Source: an optimization exercise on an open RTL-to-GDS flow (aim: small area and few clock cycles). Production flows keep margins and buffers that such runs may drop. At most, simulation tests tie the RTL to the original design; equivalence was not proved. Function not checked in runs 2 and 3: the RTL went through the layout flow alone.

==> flow/design.v <==
module fat12_walker (
    input  wire        clk,
    input  wire        rst,            
    input  wire        cmd_valid,
    output wire        cmd_ready,
    input  wire [1:0]  cmd_op,         
    input  wire [15:0] cmd_arg,        
    input  wire        med_present,
    input  wire [20:0] med_size,
    output reg         med_re,
    output reg  [20:0] med_addr,
    input  wire [7:0]  med_rdata,      
    output reg         out_valid,
    input  wire        out_ready,
    output reg  [20:0] out_cluster,
    output reg  [20:0] out_offset,
    output reg         done,
    output reg         done_ok,
    output reg  [31:0] done_count,
    output reg  [31:0] done_total
);
    localparam OP_CHAIN = 2'd0, OP_ALLOC = 2'd1;    
    localparam S_IDLE = 4'd0,    
               S_G    = 4'd1,    
               S_RI   = 4'd2,    
               S_MAC  = 4'd3,    
               S_DIV  = 4'd4,    
               S_RD2  = 4'd5,    
               S_F    = 4'd6,    
               S_F2   = 4'd7,    
               S_CHS  = 4'd8,    
               S_CH1  = 4'd9,    
               S_CH0  = 4'd10,   
               S_CHH  = 4'd11,   
               S_SS   = 4'd12,   
               S_SCAN = 4'd13,   
               S_FIN  = 4'd14;   
    localparam MO_BPC = 3'd0,    
               MO_FS  = 3'd1,    
               MO_FE  = 3'd2,    
               MO_NF  = 3'd3,    
               MO_DS  = 3'd4,    
               MO_OFF = 3'd5,    
               MO_RSV = 3'd6,    
               MO_RDS = 3'd7;    
    reg [3:0]  st;
    reg [3:0]  gs;
    reg [1:0]  op;
    reg [2:0]  mop;
    reg [4:0]  mi;
    reg [1:0]  dop;              
    reg        bad;              
    reg        tsd;              
    reg        offr;             
    reg        tcd;              
    reg [15:0] bps;
    reg [7:0]  spc, nfat, lo;
    reg [15:0] fld;              
    reg [20:0] fs, fe;           
    reg [20:0] bpc;              
    reg        bpc_big;
    reg [24:0] dst;              
    reg        dst_big;
    reg [31:0] tc;               
    reg        obig;             
    reg [20:0] clu;
    reg [32:0] count;
    reg [21:0] a;                
    reg [1:0]  ph;
    reg        okr;
    assign cmd_ready = (st == S_IDLE);
    function [34:0] add34(input [33:0] x, input [33:0] y, input ci);
        integer q;
        reg c;
        begin
            c = ci;
            for (q = 0; q < 34; q = q + 1) begin
                add34[q] = x[q] ^ y[q] ^ c;
                c = (x[q] & y[q]) | (c & (x[q] ^ y[q]));
            end
            add34[34] = c;
        end
    endfunction
    function lt34(input [33:0] x, input [33:0] y);
        reg [34:0] d;
        begin
            d = add34(x, ~y, 1'b1);
            lt34 = !d[34];
        end
    endfunction
    function one16(input [15:0] x);
        integer q;
        reg any, two;
        begin
            any = 1'b0; two = 1'b0;
            for (q = 0; q < 16; q = q + 1) begin
                two = two | (any & x[q]);
                any = any | x[q];
            end
            one16 = any & !two;
        end
    endfunction
    wire bps_p2  = one16(bps);
    wire spc_p2  = one16({8'd0, spc});
    wire nfat_p2 = one16({8'd0, nfat});
    wire [3:0] k  = {|bps[15:8], |{bps[15:12], bps[7:4]},
                     |{bps[15:14], bps[11:10], bps[7:6], bps[3:2]},
                     |{bps[15], bps[13], bps[11], bps[9], bps[7], bps[5], bps[3], bps[1]}};
    wire [2:0] j  = {|spc[7:4], |{spc[7:6], spc[3:2]}, |{spc[7], spc[5], spc[3], spc[1]}};
    wire [2:0] ln = {|nfat[7:4], |{nfat[7:6], nfat[3:2]}, |{nfat[7], nfat[5], nfat[3], nfat[1]}};
    wire [4:0] s  = {1'b0, k} + {2'b00, j};
    wire bpc_p2   = bps_p2 && spc_p2;
    reg  [24:0] sx;
    reg  [4:0]  sb;
    reg         sr;
    function [15:0] rev16(input [15:0] v);
        integer q;
        begin
            for (q = 0; q < 16; q = q + 1) rev16[q] = v[15 - q];
        end
    endfunction
    wire [24:0] sxi = sr ? {rev16(sx[15:0]), 9'd0} : sx;
    wire [24:0] sh1 = sb[0] ? {sxi[23:0], 1'b0}  : sxi;
    wire [24:0] sh2 = sb[1] ? {sh1[22:0], 2'b0}  : sh1;
    wire [24:0] sh3 = sb[2] ? {sh2[20:0], 4'b0}  : sh2;
    wire [24:0] sh4 = sb[3] ? {sh3[16:0], 8'b0}  : sh3;
    wire [24:0] sh5 = sb[4] ? {sh4[8:0], 16'b0}  : sh4;
    wire        sovf = (sb[0] & sxi[24]) | (sb[1] & |sh1[24:23]) | (sb[2] & |sh2[24:21]) |
                       (sb[3] & |sh3[24:17]) | (sb[4] & |sh4[24:9]);
    wire [24:0] sy  = sr ? {9'd0, rev16(sh5[24:9])} : sh5;
    reg  [1:0]  asel;            
    reg         ten, cin;
    wire [24:0] aa  = (asel == 2'd1) ? dst : (asel == 2'd2) ? {4'd0, out_offset} : 25'd0;
    wire [34:0] sumw = add34({9'd0, aa}, {9'd0, ten ? sy : 25'd0}, cin);
    wire [25:0] sum = sumw[25:0];
    wire        abig = (asel == 2'd2 && obig) || (asel == 2'd1 && dst_big);
    wire        big21 = abig || (ten && sovf) || sum[25] || (|sum[24:21]);
    reg  [15:0] ac;
    wire [34:0] aiw  = add34({18'd0, ac}, {19'd0, ac[15:1]}, 1'b0);
    wire [16:0] ai   = aiw[16:0];
    wire [34:0] aentw = add34({13'd0, fs}, {17'd0, ai}, 1'b0);
    wire [21:0] aent = aentw[21:0];
    wire [34:0] a1w  = add34({12'd0, a}, 34'd0, 1'b1);
    wire [21:0] a1   = a1w[21:0];
    wire [34:0] cm2w     = add34({14'd0, clu[20:1]}, {34{1'b1}}, 1'b0);
    wire [20:0] cm2      = {cm2w[19:0], clu[0]};
    wire [34:0] tc1w     = add34({2'b00, tc}, 34'd0, 1'b1);       
    wire [34:0] ccw      = add34({13'd0, clu}, ~tc1w[33:0], st == S_SCAN);
    wire        clu_le   = !ccw[34];
    wire        clu_ok   = (clu[20:1] != 20'd0) && clu_le;
    wire [34:0] scw      = add34({1'b0, count}, ~tc1w[33:0], 1'b0);
    wire        steps_ok = !scw[34];
    wire [20:0] off      = offr ? out_offset : sum[20:0];
    wire        off_big  = offr ? obig : big21;
    wire [34:0] offew    = add34({13'd0, off}, {13'd0, bpc}, 1'b0);
    wire [21:0] off_end  = offew[21:0];
    wire        off_bad  = off_big || bpc_big || lt34({13'd0, med_size}, {12'd0, off_end});
    wire [11:0] ech  = clu[0] ? {med_rdata, lo[7:4]} : {med_rdata[3:0], lo};
    wire        ech_end = (ech >= 12'hFF8) || (ech == 12'd0);
    wire [34:0] cnw    = add34({13'd0, clu}, 34'd0, 1'b1);
    wire [20:0] cn     = cnw[20:0];
    wire        cn_ok  = clu_le;
    wire [11:0] esc    = (ph == 2'd1) ? {med_rdata[3:0], lo} : {med_rdata, lo[7:4]};
    wire        s_cmp  = (ph != 2'd0);
    wire        a_in   = lt34({12'd0, a}, {13'd0, fe});
    wire        s_in   = a_in && cn_ok;
    wire        is_alloc = (op == OP_ALLOC);
    wire        n_hit  = is_alloc && (count == {12'd0, bpc});
    wire        o_busy = out_valid && !out_ready;
    wire        s_stall = s_cmp && o_busy;
    wire [34:0] cnt1w  = add34({1'b0, count}, 34'd0, 1'b1);
    wire [32:0] cnt1   = cnt1w[32:0];
    wire [15:0] dd   = (dop == 2'd2) ? {8'd0, spc} : bps;
    wire [16:0] dr   = {fld, tc[31]};
    wire [34:0] dsubw = add34({17'd0, dr}, ~{18'd0, dd}, 1'b1);
    wire [17:0] dsub = {!dsubw[34], dsubw[16:0]};
    wire        dq   = !dsub[17];
    wire [34:0] dsecw = add34({2'b00, tc}, ~{9'd0, dst}, 1'b1);
    wire [32:0] dsec = dsecw[32:0];
    reg  [2:0]  cm;              
    reg         cfast;           
    always @(*) begin
        cm = mop;
        case (st)
            S_G: case (gs)
                4'd3:  cm = MO_BPC;
                4'd5:  cm = MO_RDS;
                4'd7:  cm = MO_FS;
                4'd8:  cm = MO_RSV;
                4'd10: cm = MO_FE;
                4'd11: cm = MO_NF;
                default: cm = mop;
            endcase
            S_F:   cm = MO_DS;
            S_CH1: cm = MO_OFF;
            default: cm = mop;
        endcase
        case (cm)
            MO_NF:  cfast = nfat_p2;
            MO_OFF: cfast = bpc_p2;
            MO_RSV, MO_RDS: cfast = 1'b1;
            default: cfast = bps_p2;
        endcase
    end
    reg mbit;
    always @(*) begin
        case (cm)
            MO_NF:  mbit = nfat[mi[2:0]];
            MO_OFF: mbit = bpc[mi];
            default: mbit = bps[mi[3:0]];
        endcase
    end
    wire first = (st != S_MAC) || (mi == 5'd0);
    wire [4:0] mlast = (cm == MO_NF) ? 5'd7 : (cm == MO_OFF) ? 5'd20 : 5'd15;
    always @(*) begin
        sx = 25'd0; sb = 5'd0; sr = 1'b0;
        asel = 2'd0; ten = 1'b1; cin = 1'b0;
        case (cm)
            MO_BPC: begin sx = {17'd0, fld[7:0]}; sb = cfast ? {1'b0, k} : mi; end
            MO_FS:  begin sx = {9'd0, fld};       sb = cfast ? {1'b0, k} : mi; end
            MO_FE:  begin sx = {9'd0, fld};       sb = cfast ? {1'b0, k} : mi; asel = 2'd2; end
            MO_NF:  begin sx = {9'd0, fld};       sb = cfast ? {2'b0, ln} : mi; asel = 2'd1; end
            MO_DS:  begin sx = dst;               sb = cfast ? {1'b0, k} : mi; end
            MO_OFF: begin sx = {4'd0, cm2};       sb = cfast ? s : mi; asel = first ? 2'd1 : 2'd2; end
            MO_RSV: begin sx = {9'd0, fld};       sb = 5'd0; asel = 2'd1; end
            default: begin  
                sx = {9'd0, fld};
                if (k > 4'd5) begin sr = 1'b1; sb = {1'b0, k - 4'd5}; cin = sovf; end
                else                  sb = {2'b0, 3'd5 - k[2:0]};
            end
        endcase
        if (st == S_MAC) begin
            ten = mbit;
            if (!first) asel = (cm == MO_NF) ? 2'd1 : 2'd2;
        end
        if (st == S_RD2) begin
            asel = 2'd1; ten = 1'b0; cin = (fld != 16'd0);
        end
    end
    reg [5:0] ia;
    always @(*) begin
        case (gs)
            4'd0:  ia = 6'h0C;
            4'd1:  ia = 6'h0D;
            4'd2:  ia = 6'h11;
            4'd3:  ia = 6'h12;
            4'd4:  ia = 6'h0E;
            4'd5:  ia = 6'h0F;
            4'd6:  ia = 6'h10;
            4'd7:  ia = 6'h16;
            4'd8:  ia = 6'h17;
            4'd9:  ia = 6'h13;
            4'd10: ia = 6'h14;
            4'd11: ia = 6'h20;
            4'd12: ia = 6'h21;
            4'd13: ia = 6'h22;
            4'd14: ia = 6'h23;
            default: ia = 6'h23;
        endcase
    end
    reg fin, fin_ok;
    always @(*) begin
        fin = 1'b0; fin_ok = 1'b1;
        case (st)
            S_CH0: if (!a_in || ech_end) fin = 1'b1;
            S_SCAN: begin
                if (n_hit) fin = 1'b1;
                else if (s_cmp && !s_in) begin fin = 1'b1; fin_ok = !is_alloc; end
            end
            S_FIN: begin fin = 1'b1; fin_ok = okr; end
            default: ;
        endcase
    end
    wire drained = !o_busy;
    always @(*) begin
        done        = fin && drained;
        done_ok     = fin_ok;
        done_count  = count[31:0];
        done_total  = tc;
        out_cluster = clu;
        med_re      = 1'b1;
    end
    always @(*) begin
        ac = clu[15:0];
        if (st == S_CH0) ac = {4'd0, ech};
        else if (st == S_SS) ac = 16'd2;
        case (st)
            S_IDLE: med_addr = 21'h0B;
            S_G, S_RI: med_addr = {15'd0, ia};
            S_CHS, S_CH0, S_SS: med_addr = aent[20:0];
            S_CH1: med_addr = a1[20:0];
            S_SCAN: med_addr = (s_stall || n_hit) ? a[20:0] : a1[20:0];
            default: med_addr = a[20:0];
        endcase
    end
    always @(posedge clk) begin
        if (rst) begin
            st        <= S_IDLE;
            out_valid <= 1'b0;
        end else begin
            if (out_ready) out_valid <= 1'b0;
            if (fin) begin
                okr <= fin_ok;
                st  <= drained ? S_IDLE : S_FIN;
            end
            case (st)
                S_IDLE: if (cmd_valid) begin
                    op    <= cmd_op;
                    clu   <= {5'd0, cmd_arg};
                    bpc   <= {5'd0, cmd_arg};
                    count <= 33'd0;
                    gs    <= 4'd0;
                    bad   <= 1'b0;
                    tsd   <= 1'b0;
                    tcd   <= 1'b0;
                    offr  <= 1'b0;
                    if (!med_present || med_size < 21'd512) begin
                        okr <= 1'b0;
                        st  <= S_FIN;
                    end else
                        st <= S_G;
                end
                S_G: begin
                    gs <= gs + 4'd1;
                    case (gs)
                        4'd0: lo <= med_rdata;
                        4'd1: bps <= {med_rdata, lo};
                        4'd2: begin spc <= med_rdata; fld <= {8'd0, med_rdata}; end
                        4'd4: fld <= {med_rdata, lo};             
                        4'd6: fld <= {med_rdata, lo};             
                        4'd7: nfat <= med_rdata;
                        4'd9: fld <= {med_rdata, lo};             
                        4'd11: tc <= {16'd0, med_rdata, lo};      
                        4'd12, 4'd13, 4'd14, 4'd15: tc <= {med_rdata, tc[31:8]};
                        default: lo <= med_rdata;
                    endcase
                    case (gs)
                        4'd3: begin
                            if (bps == 16'd0 || spc == 8'd0) bad <= 1'b1;
                            if (cfast) begin
                                if (op == OP_CHAIN) begin bpc <= sum[20:0]; bpc_big <= big21; end
                            end else begin mop <= MO_BPC; mi <= 5'd0; st <= S_MAC; gs <= gs; end
                        end
                        4'd5: begin
                            if (bps_p2) dst <= sum[24:0];
                            else begin
                                tc  <= {11'd0, fld, 5'd0};
                                fld <= 16'd0;
                                dop <= 2'd0; mi <= 5'd0; st <= S_DIV; gs <= gs;
                            end
                        end
                        4'd7: begin
                            if (cfast) begin
                                fs <= sum[20:0]; if (big21) bad <= 1'b1;
                                out_offset <= sum[20:0]; obig <= big21;
                            end else begin mop <= MO_FS; mi <= 5'd0; st <= S_MAC; gs <= gs; end
                        end
                        4'd8: begin
                            if (nfat == 8'd0) bad <= 1'b1;
                            dst <= sum[24:0];
                        end
                        4'd10: begin
                            if (fld == 16'd0) bad <= 1'b1;
                            if (cfast) begin fe <= sum[20:0]; if (big21) bad <= 1'b1; end
                            else begin mop <= MO_FE; mi <= 5'd0; st <= S_MAC; gs <= gs; end
                        end
                        4'd11: begin
                            if (cfast) dst <= sum[24:0];
                            else begin mop <= MO_NF; mi <= 5'd0; st <= S_MAC; gs <= gs; end
                            if ({med_rdata, lo} != 16'd0) st <= cfast ? S_F : S_MAC;
                        end
                        4'd15: st <= S_F;
                        default: ;
                    endcase
                end
                S_RI: begin
                    gs <= gs + 4'd1;
                    st <= (gs == 4'd11 && tc[15:0] != 16'd0) ? S_F : S_G;
                end
                S_MAC: begin
                    mi <= mi + 5'd1;
                    case (cm)
                        MO_NF: dst <= sum[24:0];
                        default: begin out_offset <= sum[20:0]; obig <= big21 || (!first && obig); end
                    endcase
                    if (mi == mlast) begin
                        case (cm)
                            MO_BPC: begin
                                if (op == OP_CHAIN) begin bpc <= sum[20:0]; bpc_big <= big21 || (!first && obig); end
                                st <= S_RI;
                            end
                            MO_FS: begin fs <= sum[20:0]; if (big21 || (!first && obig)) bad <= 1'b1; st <= S_RI; end
                            MO_FE: begin fe <= sum[20:0]; if (big21 || (!first && obig)) bad <= 1'b1; st <= S_RI; end
                            MO_NF: st <= S_RI;
                            MO_DS: begin dst <= {4'd0, sum[20:0]}; dst_big <= big21 || (!first && obig); mi <= 5'd0; st <= S_F2; end
                            default: begin offr <= 1'b1; st <= S_CHS; end    
                        endcase
                    end
                end
                S_DIV: begin
                    mi  <= mi + 5'd1;
                    fld <= dq ? dsub[15:0] : dr[15:0];
                    tc  <= {tc[30:0], dq};
                    if (mi == 5'd31) begin
                        case (dop)
                            2'd0: st <= S_RD2;
                            2'd1: begin tsd <= 1'b1; st <= S_F; end
                            default: st <= S_F2;
                        endcase
                        if (dop == 2'd0) dst <= {tc[23:0], dq};
                        if (dop == 2'd2) tcd <= 1'b1;
                    end
                end
                S_RD2: begin
                    dst <= sum[24:0];
                    st  <= S_RI;
                end
                S_F: begin
                    if (tc == 32'd0 && !tsd) begin
                        tc  <= {11'd0, med_size};
                        fld <= 16'd0;
                        dop <= 2'd1; mi <= 5'd0; st <= S_DIV;
                    end else begin
                        tc <= (dsec[32] || dsec == 33'd0) ? 32'd0 : dsec[31:0];
                        if (bad || lt34({13'd0, med_size}, {13'd0, fe})) begin
                            okr <= 1'b0;
                            st  <= S_FIN;
                        end else if (op != OP_CHAIN || cfast) begin
                            dst <= {4'd0, sum[20:0]}; dst_big <= big21;
                            mi  <= 5'd0;
                            st  <= S_F2;
                        end else begin
                            mop <= MO_DS; mi <= 5'd0; st <= S_MAC;
                        end
                    end
                end
                S_F2: begin
                    if (tcd || (spc_p2 && mi[2:0] == j)) begin
                        if (op == OP_CHAIN) st <= S_CHS;
                        else if (is_alloc && bpc == 21'd0) begin okr <= 1'b1; st <= S_FIN; end
                        else st <= S_SS;
                    end else if (spc_p2) begin
                        tc <= {1'b0, tc[31:1]};
                        mi <= mi + 5'd1;
                    end else begin
                        fld <= 16'd0;
                        dop <= 2'd2; mi <= 5'd0; st <= S_DIV;
                    end
                end
                S_CHS: begin
                    a <= aent;
                    if (!bpc_p2 && !offr && clu_ok && steps_ok && !bpc_big) begin
                        if (!o_busy) begin mop <= MO_OFF; mi <= 5'd0; st <= S_MAC; end
                    end else
                        st <= S_CH1;
                end
                S_CH1: begin
                    lo <= med_rdata;
                    if (!clu_ok || !steps_ok) begin okr <= 1'b1; st <= S_FIN; end
                    else if (off_bad) begin okr <= 1'b0; st <= S_FIN; end
                    else begin
                        if (o_busy) st <= S_CHS;
                        else begin
                            out_valid <= 1'b1;
                            if (!offr) out_offset <= sum[20:0];
                            count <= cnt1[32:0];
                            a  <= a1;
                            st <= S_CH0;
                        end
                    end
                end
                S_CH0: if (!fin) begin
                    if (o_busy) st <= S_CHH;
                    else begin
                        clu  <= {9'd0, ech};
                        offr <= 1'b0;
                        a    <= aent;
                        st   <= bpc_p2 ? S_CH1 : S_CHS;
                    end
                end
                S_CHH: st <= S_CH0;
                S_SS: begin
                    a   <= aent;
                    clu <= 21'd1;
                    ph  <= 2'd0;
                    out_offset <= 21'd0;
                    st  <= S_SCAN;
                end
                S_SCAN: if (!fin && !s_stall) begin
                    a  <= a1;
                    lo <= med_rdata;
                    ph <= (ph == 2'd1) ? 2'd2 : (ph == 2'd2) ? 2'd0 : 2'd1;
                    if (s_cmp) begin
                        clu <= cn;
                        if (esc == 12'd0) begin
                            count <= cnt1[32:0];
                            if (is_alloc) out_valid <= 1'b1;
                        end
                    end
                end
                S_FIN: ;
                default: st <= S_IDLE;
            endcase
        end
    end
endmodule
==> flow/run.sh <==
#!/bin/bash
# synth_recipe.tcl (not shown) runs the flow's synth.tcl, then flattens the netlist and writes it again
# the make line also repeats each setting of config.mk as NAME=value (left out here)
make -C /OpenROAD-flow-scripts/flow DESIGN_CONFIG=/design/flow/config.mk WORK_HOME=/design/flow/orfs CLKGATE_MAP_FILE= SYNTH_SCRIPT=/design/flow/synth_recipe.tcl finish
==> flow/config.mk <==
export PLATFORM = sky130hd
export DESIGN_NAME = fat12_walker
export DESIGN_NICKNAME = fat12_walker
export VERILOG_FILES = /design/flow/design.v
export SDC_FILE = /design/flow/constraint.sdc
export NUM_CORES = 4
export LEC_CHECK = 0
export CAP_MARGIN = 20
export CORE_MARGIN = 2
export CORE_UTILIZATION = 40
export SLEW_MARGIN = 20
==> flow/constraint.sdc <==
create_clock -name core_clock -period 20.0 [get_ports {clk}]
set_input_delay 4.0000 -clock core_clock [delete_from_list [all_inputs] [get_ports {clk}]]
set_output_delay 4.0000 -clock core_clock [all_outputs]
set_load 0.01 [all_outputs]
==> impl_metrics.csv, run 1 <==
group,metric,value,unit
outcome,status,"no timing/DRC/antenna violations",
synth,yosysTopAreaCell,"edfxtp_1",
grt,antenna_found_initial,4,
place,dpl_cell_area,32100,um2
synth,yosys_warnings,1,
die,rows,98,
synth,yosysUniqueCellTypes,100,
die,initial_core_util,0.403,
setup_path,cpMostUsedCell,"ha_1",
drt,vias_per_cell,6.54,
die,io_pins,184,
place,gp_congestion,1.05,
synth,yosysSeqAreaShare,0.321,
drt,drc,0,
synth,ys_ff_latch,310,
setup_path,cp-start-kind,"flip-flop",
setup_path,crit_type,"reg -> reg",
setup_path,critPathSlowestCell,"or4_4",
min_path,hold_end,"dst[8]",
drt,drtIter0Drc,3531,
setup_path,path_max_fanout,11,
grt,grt_usage,0.356,
setup_path,reg2reg_to,"a[11]",
synth,netlist_instances,3031,
grt,grt_first_pass_wirelength,192,mm
cts,cts_buffers,39,
setup_path,cp-end-kind,"flip-flop",
drt,dr.pass1.iters,8,
synth,synthTopCellsByArea,"edfxtp_1 31%, ha_1 12%, fa_1 8.0%",
place,hpwl,107,mm
setup_path,r2r_slack,0.71,ns
synth,syn_avg_cell_area,9.47,um2
die,die-area,73900,um2
timing,worst_pin_slew,1.14,ns
cts,postCtsHoldBufs,0,
grt,grt_overflow_total,0,
job,drv_cap,0,
min_path,min_from,"dst[8]",
cts,cts_tree,"built",
timing,hold_violations,0,
grt,grt_pass1_vias,26500,
timing,drv_slew,0,
cts,ctsRootBufferMaster,"clkbuf_16",
synth,synth_fp_nets,3470,
finish,fin_area,33500,um2
timing,setup_viol,0,
drt,wl_per_cell,32.0,um
cts,cts_num_sinks,310,
cts,htreeDepth,2,
synth,synth.top_cell.area_share,0.313,
timing,period_needed,19.29,ns
cts,max-clock-path-buffers,3,
cts,clock_latency,0.60,ns
finish,layout-drive-gt1-share,0.105,
timing,rsz0062_at_grt,"false",
drt,vias,27400,
finish,fin_nets,3648,
synth,synth-edff-count,299,
finish,syn_to_final_growth,16.8,%
timing,whs,0.622,ns
grt,grt_max_degree,49,
timing,max_freq,51.8,MHz
timing,post-route-period-util,0.965,
min_path,hp-class,"reg -> reg",
setup_path,critical_path_arrival,19.60,ns
setup_path,cp.required,20.31,ns
setup_path,path_buf_inv,9,
setup_path,cpPeakStageDelay,0.55,ns
die,die_y,272,um
setup_path,rr_startpoint,"clu[1]",
timing,slew_headroom,0.232,
setup_path,reg2reg_depth,71,
cts,clk_pin_slew,0.06,ns
die,core,71200,um2
drt,ant_nets,0,
die,die_w,272,um
place,port-buffer-count,182,
timing,finClkSkew,0.0207,ns
setup_path,cp_top_family,"adder cells",
synth,ys.flop_type,"edfxtp_1",
drt,finalWirelength,134,mm
min_path,holdPathStages,2,
synth,async_flop_share,0,
synth,syn_area,28700,um2
flip-flops by register name, indices dropped and copies added, names as in the netlist, 22 cells and up:
signal  cells
a          22
count      33
dst        25
tc         32
placed cells by master, fill, tap and decap left out, types with 81 or more instances in the layout:
cell and n:
a21oi_1 182, o21ai_0 157, nor2_1 190, buf_4 150, fa_1 102, clkdlybuf4s50_1 182, nand2_1 300, a22oi_1 81
inv_1 225, edfxtp_1 299, ha_1 272
cell families after synthesis:
logic type,share of synthesized area
AO/OA/AOI/OAI,0.209
XOR/XNOR,0.0128
adder cells (fa/ha/maj),0.199
buffers and inverters,0.0625
flip-flops,0.321
multiplexers,0.0453
other,0.000131
AND/OR/NAND/NOR,0.151
what timing repair did:
item,CTS,global route
endpoints found under the setup margin,76,77
pin swaps,2,2
resized for setup,5,13
gates cloned,1,0
buffers inserted,1,2
layer usage:
metal	vias to the layer above	global-route usage	wire length, um	share of wire
li1	11800	-	-	-
met1	13600	0.453	52000	0.39
met2	1695	0.555	59000	0.44
met3	385	0.0897	14100	0.11
met4	4	0.196	9210	0.069
met5	-	0	28	0.00021
per-stage QoR:
step	utilization	setup slack (ns)	setup TNS (ns)	cells
2_1_floorplan	-	0.00368	0	3031
3_3_place_gp	0.450	0.129	0	4114
3_5_place_dp	0.450	-0.105	-4.09	4114
4_1_cts	0.470	0.0123	0	4187
5_1_grt	0.471	0.00581	0	4189
6_report	0.471	0.709	0	4191
final cells by class:
class | count | area (um2)
fill | 6760 | 37700
multi-input combinational | 2293 | 17900
sequential | 310 | 9200
timing repair buffer | 337 | 3060
tap | 950 | 1190
clock buffer | 47 | 1010
inverter | 228 | 856
clock inverter | 24 | 308
antenna | 2 | 5.00
synthesized netlist by cell type, types with 18 or more instances:
cell and number:
o211ai_1 19, a211oi_1 34, nor3_1 68, clkbuf_1 132, inv_1 226, a31oi_1 18
fa_1 115, a22oi_1 82, and3_1 50, xnor2_1 19, mux2i_1 67, a221o_1 38
nor2_1 195, o21ai_0 158, a21o_1 44, buf_4 37, a221oi_1 22, mux2_2 30
edfxtp_1 299, o22ai_1 58, a22o_1 25, ha_1 272, nand2b_1 24, a21oi_1 182
nand3_1 61, o31ai_1 29, nand4_1 31, xor2_1 23, nor4_1 58, nand2_1 300
and2_1 19, nor2b_1 20
worst min-delay path, cell delays in order, from the launching register on:
cell,delay [ns]
edfxtp_1,0.37
nand2_1,0.05
o311ai_0,0.08
how the worst max path moves through the flow:
stage	from	to	slack, ns	cells after the start
6_report	clu[1]	a[11]	0.71	71
4_1_cts	clu[1]	a[16]	0.01	71
3_3_place_gp	clu[2]	out_offset[20]	0.13	70
3_5_place_dp	clu[1]	out_offset[20]	-0.11	70
5_1_grt	clu[1]	a[14]	0.006	71
2_1_floorplan	clu[1]	a[0]	0.004	66
Testbench counts, summed over its fixed seeds: cycles 72,271.
==> run 2, diff against run 1 <==
--- a/flow/design.v
+++ b/flow/design.v
@@ -262,6 +262,10 @@
     always @(*) begin
         fin = 1'b0; fin_ok = 1'b1;
         case (st)
+            S_CH1: begin
+                if (!clu_ok || !steps_ok) fin = 1'b1;
+                else if (off_bad) begin fin = 1'b1; fin_ok = 1'b0; end
+            end
             S_CH0: if (!a_in || ech_end) fin = 1'b1;
             S_SCAN: begin
                 if (n_hit) fin = 1'b1;
@@ -456,9 +460,7 @@
                 end
                 S_CH1: begin
                     lo <= med_rdata;
-                    if (!clu_ok || !steps_ok) begin okr <= 1'b1; st <= S_FIN; end
-                    else if (off_bad) begin okr <= 1'b0; st <= S_FIN; end
-                    else begin
+                    if (!fin) begin
                         if (o_busy) st <= S_CHS;
                         else begin
                             out_valid <= 1'b1;
==> impl_metrics.csv, run 2 <==
group,metric,value,unit
finish,instances_no_fill,4292,
drt,drtIter0Drc,3147,
cts,htreeDepth,2,
timing,post-route-period-util,1.03,
finish,n_antenna_cell,0,
synth,ys.flop_type,"edfxtp_1",
grt,antenna_found_initial,3,
grt,grt_overflow_total,0,
die,die_w,269,um
cts,postCtsHoldBufs,0,
cts,cts_num_sinks,310,
synth,async_flop_share,0,
place,post-place-cells,4207,
drt,ant_nets,0,
finish,final_cell_mix,"378 x buf_4, 299 x nand2_1, 299 x edfxtp_1",
cts,max-clock-path-buffers,3,
timing,max_freq,48.4,MHz
cts,cts_buffers,41,
synth,ys_ff_latch,310,
timing,worst_pin_slew,1.25,ns
grt,grt_first_pass_wirelength,182,mm
drt,vias,26900,
synth,synth.top_cell.area_share,0.320,
finish,reg_top3,"count: 33 flops, tc: 32 flops, dst: 25 flops",
timing,finClkSkew,0.0200,ns
min_path,hp-class,"reg -> reg",
synth,synth_fp_nets,3340,
synth,yosysUniqueCellTypes,101,
finish,regMostFlops,"count",
die,io_pins,184,
place,gp_congestion,1.03,
place,port-buffer-count,182,
synth,synthTopCellsByCount,"300 x nand2_1, 299 x edfxtp_1, 272 x ha_1, 218 x inv_1, 190 x nor2_1",
outcome,status,"complete, but fails checks",
cts,clk_pin_slew,0.06,ns
timing,drv_slew,0,
setup_path,r2r_slack,2.39,ns
grt,grt_usage,0.347,
timing,rsz0062_at_grt,"true",
job,drv_cap,0,
setup_path,crit_type,"reg -> out",
synth,yosys_warnings,1,
cts,clock_latency,0.60,ns
die,rows,97,
timing,setup_viol,2,
timing,layout_setup_ws,-0.678,ns
finish,fin_area,35100,um2
setup_path,cp-end-kind,"output port",
synth,syn_area,28000,um2
drt,finalWirelength,126,mm
grt,grt_pass1_vias,26600,
drt,drc,0,
drt,vias_per_cell,6.26,
finish,syn_to_final_growth,25.3,%
setup_path,critPathCapture,"done",
timing,period_needed,20.68,ns
finish,final_common_cell,"buf_4",
setup_path,cpPeakStageDelay,0.44,ns
setup_path,critPathSlowestCell,"fa_2",
outcome,so_faults,"negative setup slack",
cts,ctsRootBufferMaster,"clkbuf_16",
finish,num-fill-cells,6430,
setup_path,path_max_fanout,3,
synth,synth_most_common_cell,"nand2_1",
drt,dr.pass1.iters,6,
setup_path,reg2reg_depth,75,
setup_path,critical_path_arrival,16.68,ns
timing,fin_tns_setup,-1.28,ns
place,hpwl,101,mm
finish,layout-drive-gt1-share,0.191,
setup_path,rr_startpoint,"clu[2]",
synth,synth-edff-count,299,
synth,yosysTopAreaCell,"edfxtp_1",
finish,largest_register_ffs,33,
die,die_y,269,um
setup_path,startpoint,"clu[2]",
place,dpl_cell_area,33200,um2
die,initial_core_util,0.402,
setup_path,cpMostUsedCell,"fa_2",
timing,slew_headroom,0.143,
synth,netlist_instances,2901,
die,core,69700,um2
cts,cts_tree,"built",
setup_path,cp-start-kind,"flip-flop",
die,die-area,72200,um2
grt,grt_max_degree,53,
setup_path,reg2reg_to,"clu[1]",
setup_path,cp.required,16.00,ns
synth,syn_avg_cell_area,9.66,um2
finish,fin_nets,3758,
synth,synthTopCellsByArea,"edfxtp_1 32%, ha_1 12%, fa_1 8.2%",
synth,yosysSeqAreaShare,0.328,
drt,wl_per_cell,29.4,um
timing,hold_violations,0,
run 2: cell types whose count changed after synthesis, moves of 10 or more:
cell,previous run,this run
a21oi_1,182,152
o2bb2ai_1,0,23
mux2i_1,67,89
a221o_1,38,18
o22ai_1,58,34
nand4_1,31,17
o21ai_0,158,114
o211a_1,10,0
clkbuf_1,132,112
run 2: through the flow:
step,utilization,setup slack (ns),hold WS (ns)
6_report,0.504,-0.678,0.649
2_1_floorplan,-,0.0464,0.497
3_5_place_dp,0.477,-1.57,0.629
3_3_place_gp,0.477,-1.37,0.614
4_1_cts,0.503,-0.870,0.643
5_1_grt,0.504,-1.05,0.691
run 2: critical path: cells and delay by family, from the launching register on:
family	cells	cell delay, ns
fa+ha+maj	43	11.39
flops	1	0.37
buf+inv	11	0.67
xor+xnor	1	0.14
simple gates	7	1.32
mux	2	0.61
compound gates	9	1.58
run 2: how the worst min path moves through the flow:
stage	startpoint	slack [ns]	endpoint	cells after the start
after floorplan	lo[1]	0.50	bps[1]	0
after global placement	dst[8]	0.61	dst[8]	2
after detailed placement	dst[8]	0.63	dst[8]	2
after CTS	dst[8]	0.64	dst[8]	2
after global routing	dst[10]	0.69	dst[10]	2
final	dst[8]	0.65	dst[8]	2
run 2: kinds of logic (layout without fill, tap and decap cells):
family	after synthesis	after routing	share of synthesized area
fa+ha+maj	390	390	0.205
compound gates	752	752	0.189
other cells	1	1	0.000134
xor+xnor	40	40	0.0125
mux	138	138	0.0559
flops	310	310	0.328
simple gates	859	859	0.147
buf+inv	411	862	0.0628
run 2: what timing repair did:
item | CTS | global route
pin swaps | 48 | 28
endpoints found under the setup margin | 2 | 2
setup buffers | 8 | 3
gates resized for setup | 82 | 7
run 2: final cells by class:
class | instances | area, um2 | share of cell area
Timing Repair Buffer | 566 | 4780 | 0.136
Inverter | 220 | 826 | 0.0235
Tap cell | 940 | 1180 | 0.0335
Clock buffer | 50 | 1130 | 0.0323
Clock inverter | 26 | 329 | 0.00937
Multi-Input combinational cell | 2180 | 17700 | 0.503
Sequential cell | 310 | 9200 | 0.262
run 2: routing by layer:
layer  wire length (um)  GRT usage
met5                  0          0
met4               9580      0.224
met3              12200     0.0679
met2              55300      0.537
met1              49100      0.443
==> run 3, diff against run 2 <==
--- a/flow/design.v
+++ b/flow/design.v
@@ -57,6 +57,7 @@
     reg [7:0]  spc, nfat, lo;
     reg [15:0] fld;              
     reg [20:0] fs, fe;           
+    reg        fs_big, fe_big;
     reg [20:0] bpc;              
     reg        bpc_big;
     reg [24:0] dst;              
@@ -69,40 +70,9 @@
     reg [1:0]  ph;
     reg        okr;
     assign cmd_ready = (st == S_IDLE);
-    function [34:0] add34(input [33:0] x, input [33:0] y, input ci);
-        integer q;
-        reg c;
-        begin
-            c = ci;
-            for (q = 0; q < 34; q = q + 1) begin
-                add34[q] = x[q] ^ y[q] ^ c;
-                c = (x[q] & y[q]) | (c & (x[q] ^ y[q]));
-            end
-            add34[34] = c;
-        end
-    endfunction
-    function lt34(input [33:0] x, input [33:0] y);
-        reg [34:0] d;
-        begin
-            d = add34(x, ~y, 1'b1);
-            lt34 = !d[34];
-        end
-    endfunction
-    function one16(input [15:0] x);
-        integer q;
-        reg any, two;
-        begin
-            any = 1'b0; two = 1'b0;
-            for (q = 0; q < 16; q = q + 1) begin
-                two = two | (any & x[q]);
-                any = any | x[q];
-            end
-            one16 = any & !two;
-        end
-    endfunction
-    wire bps_p2  = one16(bps);
-    wire spc_p2  = one16({8'd0, spc});
-    wire nfat_p2 = one16({8'd0, nfat});
+    wire bps_p2  = (bps != 16'd0) && ((bps & (bps - 16'd1)) == 16'd0);
+    wire spc_p2  = (spc != 8'd0) && ((spc & (spc - 8'd1)) == 8'd0);
+    wire nfat_p2 = (nfat != 8'd0) && ((nfat & (nfat - 8'd1)) == 8'd0);
     wire [3:0] k  = {|bps[15:8], |{bps[15:12], bps[7:4]},
                      |{bps[15:14], bps[11:10], bps[7:6], bps[3:2]},
                      |{bps[15], bps[13], bps[11], bps[9], bps[7], bps[5], bps[3], bps[1]}};
@@ -113,13 +83,13 @@
     reg  [24:0] sx;
     reg  [4:0]  sb;
     reg         sr;
-    function [15:0] rev16(input [15:0] v);
+    function [24:0] rev25(input [24:0] v);
         integer q;
         begin
-            for (q = 0; q < 16; q = q + 1) rev16[q] = v[15 - q];
+            for (q = 0; q < 25; q = q + 1) rev25[q] = v[24 - q];
         end
     endfunction
-    wire [24:0] sxi = sr ? {rev16(sx[15:0]), 9'd0} : sx;
+    wire [24:0] sxi = sr ? rev25(sx) : sx;
     wire [24:0] sh1 = sb[0] ? {sxi[23:0], 1'b0}  : sxi;
     wire [24:0] sh2 = sb[1] ? {sh1[22:0], 2'b0}  : sh1;
     wire [24:0] sh3 = sb[2] ? {sh2[20:0], 4'b0}  : sh2;
@@ -127,56 +97,41 @@
     wire [24:0] sh5 = sb[4] ? {sh4[8:0], 16'b0}  : sh4;
     wire        sovf = (sb[0] & sxi[24]) | (sb[1] & |sh1[24:23]) | (sb[2] & |sh2[24:21]) |
                        (sb[3] & |sh3[24:17]) | (sb[4] & |sh4[24:9]);
-    wire [24:0] sy  = sr ? {9'd0, rev16(sh5[24:9])} : sh5;
+    wire [24:0] sy  = sr ? rev25(sh5) : sh5;
     reg  [1:0]  asel;            
     reg         ten, cin;
     wire [24:0] aa  = (asel == 2'd1) ? dst : (asel == 2'd2) ? {4'd0, out_offset} : 25'd0;
-    wire [34:0] sumw = add34({9'd0, aa}, {9'd0, ten ? sy : 25'd0}, cin);
-    wire [25:0] sum = sumw[25:0];
+    wire [25:0] sum = {1'b0, aa} + {1'b0, ten ? sy : 25'd0} + {25'd0, cin};
     wire        abig = (asel == 2'd2 && obig) || (asel == 2'd1 && dst_big);
     wire        big21 = abig || (ten && sovf) || sum[25] || (|sum[24:21]);
     reg  [15:0] ac;
-    wire [34:0] aiw  = add34({18'd0, ac}, {19'd0, ac[15:1]}, 1'b0);
-    wire [16:0] ai   = aiw[16:0];
-    wire [34:0] aentw = add34({13'd0, fs}, {17'd0, ai}, 1'b0);
-    wire [21:0] aent = aentw[21:0];
-    wire [34:0] a1w  = add34({12'd0, a}, 34'd0, 1'b1);
-    wire [21:0] a1   = a1w[21:0];
-    wire [34:0] cm2w     = add34({14'd0, clu[20:1]}, {34{1'b1}}, 1'b0);
-    wire [20:0] cm2      = {cm2w[19:0], clu[0]};
-    wire [34:0] tc1w     = add34({2'b00, tc}, 34'd0, 1'b1);       
-    wire [34:0] ccw      = add34({13'd0, clu}, ~tc1w[33:0], st == S_SCAN);
-    wire        clu_le   = !ccw[34];
-    wire        clu_ok   = (clu[20:1] != 20'd0) && clu_le;
-    wire [34:0] scw      = add34({1'b0, count}, ~tc1w[33:0], 1'b0);
-    wire        steps_ok = !scw[34];
+    wire [16:0] ai   = {1'b0, ac} + {2'b00, ac[15:1]};
+    wire [21:0] aent = {1'b0, fs} + {5'd0, ai};
+    wire [21:0] a1   = a + 22'd1;
+    wire [20:0] cm2      = clu - 21'd2;
+    wire        clu_ok   = (clu >= 21'd2) && ((tc[31:21] != 11'd0) || (cm2 < tc[20:0]));
+    wire        steps_ok = {1'b0, count} < ({2'b00, tc} + 34'd2);
     wire [20:0] off      = offr ? out_offset : sum[20:0];
     wire        off_big  = offr ? obig : big21;
-    wire [34:0] offew    = add34({13'd0, off}, {13'd0, bpc}, 1'b0);
-    wire [21:0] off_end  = offew[21:0];
-    wire        off_bad  = off_big || bpc_big || lt34({13'd0, med_size}, {12'd0, off_end});
+    wire [21:0] off_end  = {1'b0, off} + {1'b0, bpc};
+    wire        off_bad  = off_big || bpc_big || (off_end > {1'b0, med_size});
     wire [11:0] ech  = clu[0] ? {med_rdata, lo[7:4]} : {med_rdata[3:0], lo};
     wire        ech_end = (ech >= 12'hFF8) || (ech == 12'd0);
-    wire [34:0] cnw    = add34({13'd0, clu}, 34'd0, 1'b1);
-    wire [20:0] cn     = cnw[20:0];
-    wire        cn_ok  = clu_le;
+    wire [20:0] cn     = clu + 21'd1;
+    wire [20:0] cnm2   = clu - 21'd1;
+    wire        cn_ok  = (tc[31:21] != 11'd0) || (cnm2 < tc[20:0]);
     wire [11:0] esc    = (ph == 2'd1) ? {med_rdata[3:0], lo} : {med_rdata, lo[7:4]};
     wire        s_cmp  = (ph != 2'd0);
-    wire        a_in   = lt34({12'd0, a}, {13'd0, fe});
-    wire        s_in   = a_in && cn_ok;
+    wire        s_in   = (a < {1'b0, fe}) && cn_ok;
     wire        is_alloc = (op == OP_ALLOC);
     wire        n_hit  = is_alloc && (count == {12'd0, bpc});
     wire        o_busy = out_valid && !out_ready;
     wire        s_stall = s_cmp && o_busy;
-    wire [34:0] cnt1w  = add34({1'b0, count}, 34'd0, 1'b1);
-    wire [32:0] cnt1   = cnt1w[32:0];
     wire [15:0] dd   = (dop == 2'd2) ? {8'd0, spc} : bps;
     wire [16:0] dr   = {fld, tc[31]};
-    wire [34:0] dsubw = add34({17'd0, dr}, ~{18'd0, dd}, 1'b1);
-    wire [17:0] dsub = {!dsubw[34], dsubw[16:0]};
+    wire [17:0] dsub = {1'b0, dr} - {2'b00, dd};
     wire        dq   = !dsub[17];
-    wire [34:0] dsecw = add34({2'b00, tc}, ~{9'd0, dst}, 1'b1);
-    wire [32:0] dsec = dsecw[32:0];
+    wire [32:0] dsec = {1'b0, tc} - {8'd0, dst};
     reg  [2:0]  cm;              
     reg         cfast;           
     always @(*) begin
@@ -266,7 +221,7 @@
                 if (!clu_ok || !steps_ok) fin = 1'b1;
                 else if (off_bad) begin fin = 1'b1; fin_ok = 1'b0; end
             end
-            S_CH0: if (!a_in || ech_end) fin = 1'b1;
+            S_CH0: if (ech_end) fin = 1'b1;
             S_SCAN: begin
                 if (n_hit) fin = 1'b1;
                 else if (s_cmp && !s_in) begin fin = 1'b1; fin_ok = !is_alloc; end
@@ -355,7 +310,7 @@
                         end
                         4'd7: begin
                             if (cfast) begin
-                                fs <= sum[20:0]; if (big21) bad <= 1'b1;
+                                fs <= sum[20:0]; fs_big <= big21;
                                 out_offset <= sum[20:0]; obig <= big21;
                             end else begin mop <= MO_FS; mi <= 5'd0; st <= S_MAC; gs <= gs; end
                         end
@@ -365,7 +320,7 @@
                         end
                         4'd10: begin
                             if (fld == 16'd0) bad <= 1'b1;
-                            if (cfast) begin fe <= sum[20:0]; if (big21) bad <= 1'b1; end
+                            if (cfast) begin fe <= sum[20:0]; fe_big <= big21; end
                             else begin mop <= MO_FE; mi <= 5'd0; st <= S_MAC; gs <= gs; end
                         end
                         4'd11: begin
@@ -393,8 +348,8 @@
                                 if (op == OP_CHAIN) begin bpc <= sum[20:0]; bpc_big <= big21 || (!first && obig); end
                                 st <= S_RI;
                             end
-                            MO_FS: begin fs <= sum[20:0]; if (big21 || (!first && obig)) bad <= 1'b1; st <= S_RI; end
-                            MO_FE: begin fe <= sum[20:0]; if (big21 || (!first && obig)) bad <= 1'b1; st <= S_RI; end
+                            MO_FS: begin fs <= sum[20:0]; fs_big <= big21 || (!first && obig); st <= S_RI; end
+                            MO_FE: begin fe <= sum[20:0]; fe_big <= big21 || (!first && obig); st <= S_RI; end
                             MO_NF: st <= S_RI;
                             MO_DS: begin dst <= {4'd0, sum[20:0]}; dst_big <= big21 || (!first && obig); mi <= 5'd0; st <= S_F2; end
                             default: begin offr <= 1'b1; st <= S_CHS; end    
@@ -426,7 +381,7 @@
                         dop <= 2'd1; mi <= 5'd0; st <= S_DIV;
                     end else begin
                         tc <= (dsec[32] || dsec == 33'd0) ? 32'd0 : dsec[31:0];
-                        if (bad || lt34({13'd0, med_size}, {13'd0, fe})) begin
+                        if (bad || fs_big || fe_big || fe > med_size) begin
                             okr <= 1'b0;
                             st  <= S_FIN;
                         end else if (op != OP_CHAIN || cfast) begin
@@ -465,9 +420,9 @@
                         else begin
                             out_valid <= 1'b1;
                             if (!offr) out_offset <= sum[20:0];
-                            count <= cnt1[32:0];
-                            a  <= a1;
-                            st <= S_CH0;
+                            count <= count + 33'd1;
+                            if (a1 >= {1'b0, fe}) begin okr <= 1'b1; st <= S_FIN; end
+                            else begin a <= a1; st <= S_CH0; end
                         end
                     end
                 end
@@ -495,7 +450,7 @@
                     if (s_cmp) begin
                         clu <= cn;
                         if (esc == 12'd0) begin
-                            count <= cnt1[32:0];
+                            count <= count + 33'd1;
                             if (is_alloc) out_valid <= 1'b1;
                         end
                     end
==> impl_metrics.csv, run 3 <==
group,metric,value,unit
timing,slew_headroom,0.264,
setup_path,cp-end-kind,"output port",
cts,cts_resized,0,
min_path,holdPathStages,2,
setup_path,crit_type,"reg -> out",
finish,regMostFlops,"count",
finish,layout-drive-gt1-share,0.0719,
die,initial_core_util,0.405,
synth,async_flop_share,0,
cts,cts_num_sinks,312,
drt,drtIter0Drc,4696,
setup_path,critPathSlowestCell,"o311ai_0",
place,gp_congestion,1.04,
setup_path,critPathCapture,"done",
synth,synthTopCellsByArea,"edfxtp_1 28%, ha_1 11%, nand2_1 4.2%",
die,rows,104,
drt,finalWirelength,157,mm
grt,grt_first_pass_wirelength,222,mm
synth,synth.top_cell.area_share,0.276,
timing,worst_pin_slew,1.08,ns
setup_path,r2r_slack,5.50,ns
timing,hold_violations,0,
cts,cts_setup_buffers,0,
die,die_y,290,um
timing,finClkSkew,0.0351,ns
cts,max-clock-path-buffers,3,
timing,period_needed,18.54,ns
finish,final_cell_mix,"368 x nand2_1, 311 x nor2_1, 301 x edfxtp_1",
timing,post-route-period-util,0.927,
setup_path,reg2reg_depth,56,
synth,yosysSeqAreaShare,0.283,
grt,antenna_found_initial,14,
grt,grt_usage,0.360,
die,die_w,290,um
cts,ctsRootBufferMaster,"clkbuf_16",
synth,ys.flop_type,"edfxtp_1",
timing,rsz0062_at_grt,"false",
synth,yosysTopAreaCell,"edfxtp_1",
die,io_pins,184,
setup_path,cpMostUsedCell,"o21ai_0",
setup_path,startpoint,"st[1]",
setup_path,cp.required,16.00,ns
drt,ant_nets,0,
cts,cts_tree,"built",
die,core,80700,um2
setup_path,critical_path_arrival,14.54,ns
cts,cts_buffers,41,
outcome,status,"no timing/DRC/antenna violations",
cts,clk_pin_slew,0.06,ns
synth,ys_ff_latch,312,
drt,vias,32900,
synth,syn_area,32700,um2
cts,htreeDepth,2,
grt,grt_overflow_total,0,
drt,vias_per_cell,6.53,
setup_path,rr_startpoint,"st[1]",
synth,synthTopCellsByCount,"368 x nand2_1, 312 x nor2_1, 301 x edfxtp_1, 290 x ha_1, 251 x a21oi_1",
setup_path,cpPeakStageDelay,0.78,ns
grt,grt_pass1_vias,30300,
synth,yosysUniqueCellTypes,113,
finish,largest_register_ffs,33,
place,port-buffer-count,182,
finish,reg_top3,"count: 33 flops, tc: 32 flops, dst: 25 flops",
drt,drc,0,
die,die-area,84000,um2
synth,synth_most_common_cell,"nand2_1",
setup_path,path_max_fanout,25,
finish,final_common_cell,"nand2_1",
synth,netlist_instances,3854,
grt,grt_max_degree,56,
cts,clock_latency,0.61,ns
finish,fin_nets,4307,
synth,yosys_warnings,1,
setup_path,cp-start-kind,"flip-flop",
timing,fin_tns_setup,0,ns
job,drv_cap,0,
setup_path,reg2reg_to,"lo[2]",
synth,synth_fp_nets,4218,
timing,setup_viol,0,
place,hpwl,124,mm
synth,synth-edff-count,301,
finish,syn_to_final_growth,13.5,%
timing,max_freq,53.9,MHz
drt,dr.pass1.iters,11,
cts,postCtsHoldBufs,0,
drt,wl_per_cell,31.1,um
timing,drv_slew,0,
min_path,hp-class,"reg -> reg",
synth,syn_avg_cell_area,8.48,um2
## run 3: cell types whose count changed in the layout (fill, tap and decap cells not counted), moves of 34 or more
cell	previous run	this run
a21oi_1	149	248
a22o_1	22	56
buf_4	378	113
fa_1	82	22
ha_1	254	290
nand2_1	299	368
nand3_1	58	111
nand4_1	17	51
nor2_1	186	311
nor3_1	56	95
o21ai_0	113	234
xnor2_1	18	123
xor2_1	21	121
## run 3: metal layers
layer / part of all wire / vias up / GRT usage
met5: 0.00073 / - / 0
met4: 0.059 / 12 / 0.176
met3: 0.12 / 415 / 0.0916
met2: 0.43 / 1951 / 0.541
met1: 0.40 / 16000 / 0.479
li1: - / 14600 / -
## run 3: area by class of cell
class / count / area (um2)
Fill cell: 8062 / 43600
Multi-Input combinational cell: 3072 / 21600
Sequential cell: 312 / 9260
Timing Repair Buffer: 297 / 2690
Tap cell: 1060 / 1330
Clock buffer: 46 / 1040
Inverter: 219 / 823
Clock inverter: 29 / 348
Antenna cell: 3 / 7.51
## run 3: through the flow
step | cell area, um2 | setup slack (ns) | instances | utilization | hold WS [ns]
2_1_floorplan | 32700 | 5.47 | 3854 | - | 0.497
3_3_place_gp | 35700 | 2.62 | 4958 | 0.442 | 0.508
3_5_place_dp | 35700 | 2.48 | 4958 | 0.442 | 0.509
4_1_cts | 37100 | 1.77 | 5033 | 0.460 | 0.517
5_1_grt | 37100 | 0.467 | 5035 | 0.460 | 0.564
6_report | 37100 | 1.46 | 5038 | 0.460 | 0.519
## run 3: kinds of logic (layout without fill, tap and decap cells)
logic type / count (synthesis) / count (layout) / synth area share
AO/OA/AOI/OAI: 1147 / 1147 / 0.240
other: 1 / 4 / 0.000115
flip-flops: 312 / 312 / 0.283
buffers and inverters: 470 / 591 / 0.0595
multiplexers: 106 / 106 / 0.0392
XOR/XNOR: 245 / 245 / 0.0656
adder cells (fa/ha/maj): 315 / 315 / 0.125
AND/OR/NAND/NOR: 1258 / 1258 / 0.187
## run 3: worst min-delay path by stage
stage	start	slack (ns)	to
after floorplan	lo[1]	0.50	bps[1]
after global placement	st[3]	0.51	st[3]
after detailed placement	st[3]	0.51	st[3]
after CTS	st[3]	0.52	st[3]
after global routing	st[3]	0.56	st[3]
final	st[3]	0.52	st[3]
## run 3: worst max-delay path, delay by kind of cell, from the launching register on
family	cells	cell delay, ns
XOR/XNOR	2	0.64
AO/OA/AOI/OAI	30	6.86
multiplexers	2	0.67
buffers and inverters	4	1.13
flip-flops	1	0.52
AND/OR/NAND/NOR	13	2.87
adder cells (fa/ha/maj)	4	1.16

## separate check: timing with driven ports
The results above use ideal ports. As a check the final layouts listed here were re-extracted and re-timed, cells and wires unchanged. Step 1 sets driving cells, clkbuf_16 on the clock port and buf_2 on the other inputs (assumed; they add their load-dependent delay and slew). Step 2 adds t to the input delays and takes it off the output delays; t is the mean of the earliest and latest rising clock arrival at the registers after step 1. Input paths then give back, and output paths get back, about the clock's delay inside the block. Three values: ideal, step 1, step 2; two values: the first two.
| run | shift t [ns] | setup WS [ns] | hold slack, ns | slew at the worst register clock pin (ns) |
|---|---|---|---|---|
| run 1 | 0.657 | 0.709 / 0.709 / 0.709 | 0.622 / 0.622 / 0.622 | 0.07 / 0.07 |
| run 2 | 0.652 | -0.678 / -0.744 / -0.092 | 0.649 / 0.649 / 0.649 | 0.07 / 0.07 |
| run 3 | 0.661 | 1.463 / 1.396 / 2.057 | 0.519 / 0.519 / 0.519 | 0.07 / 0.07 |
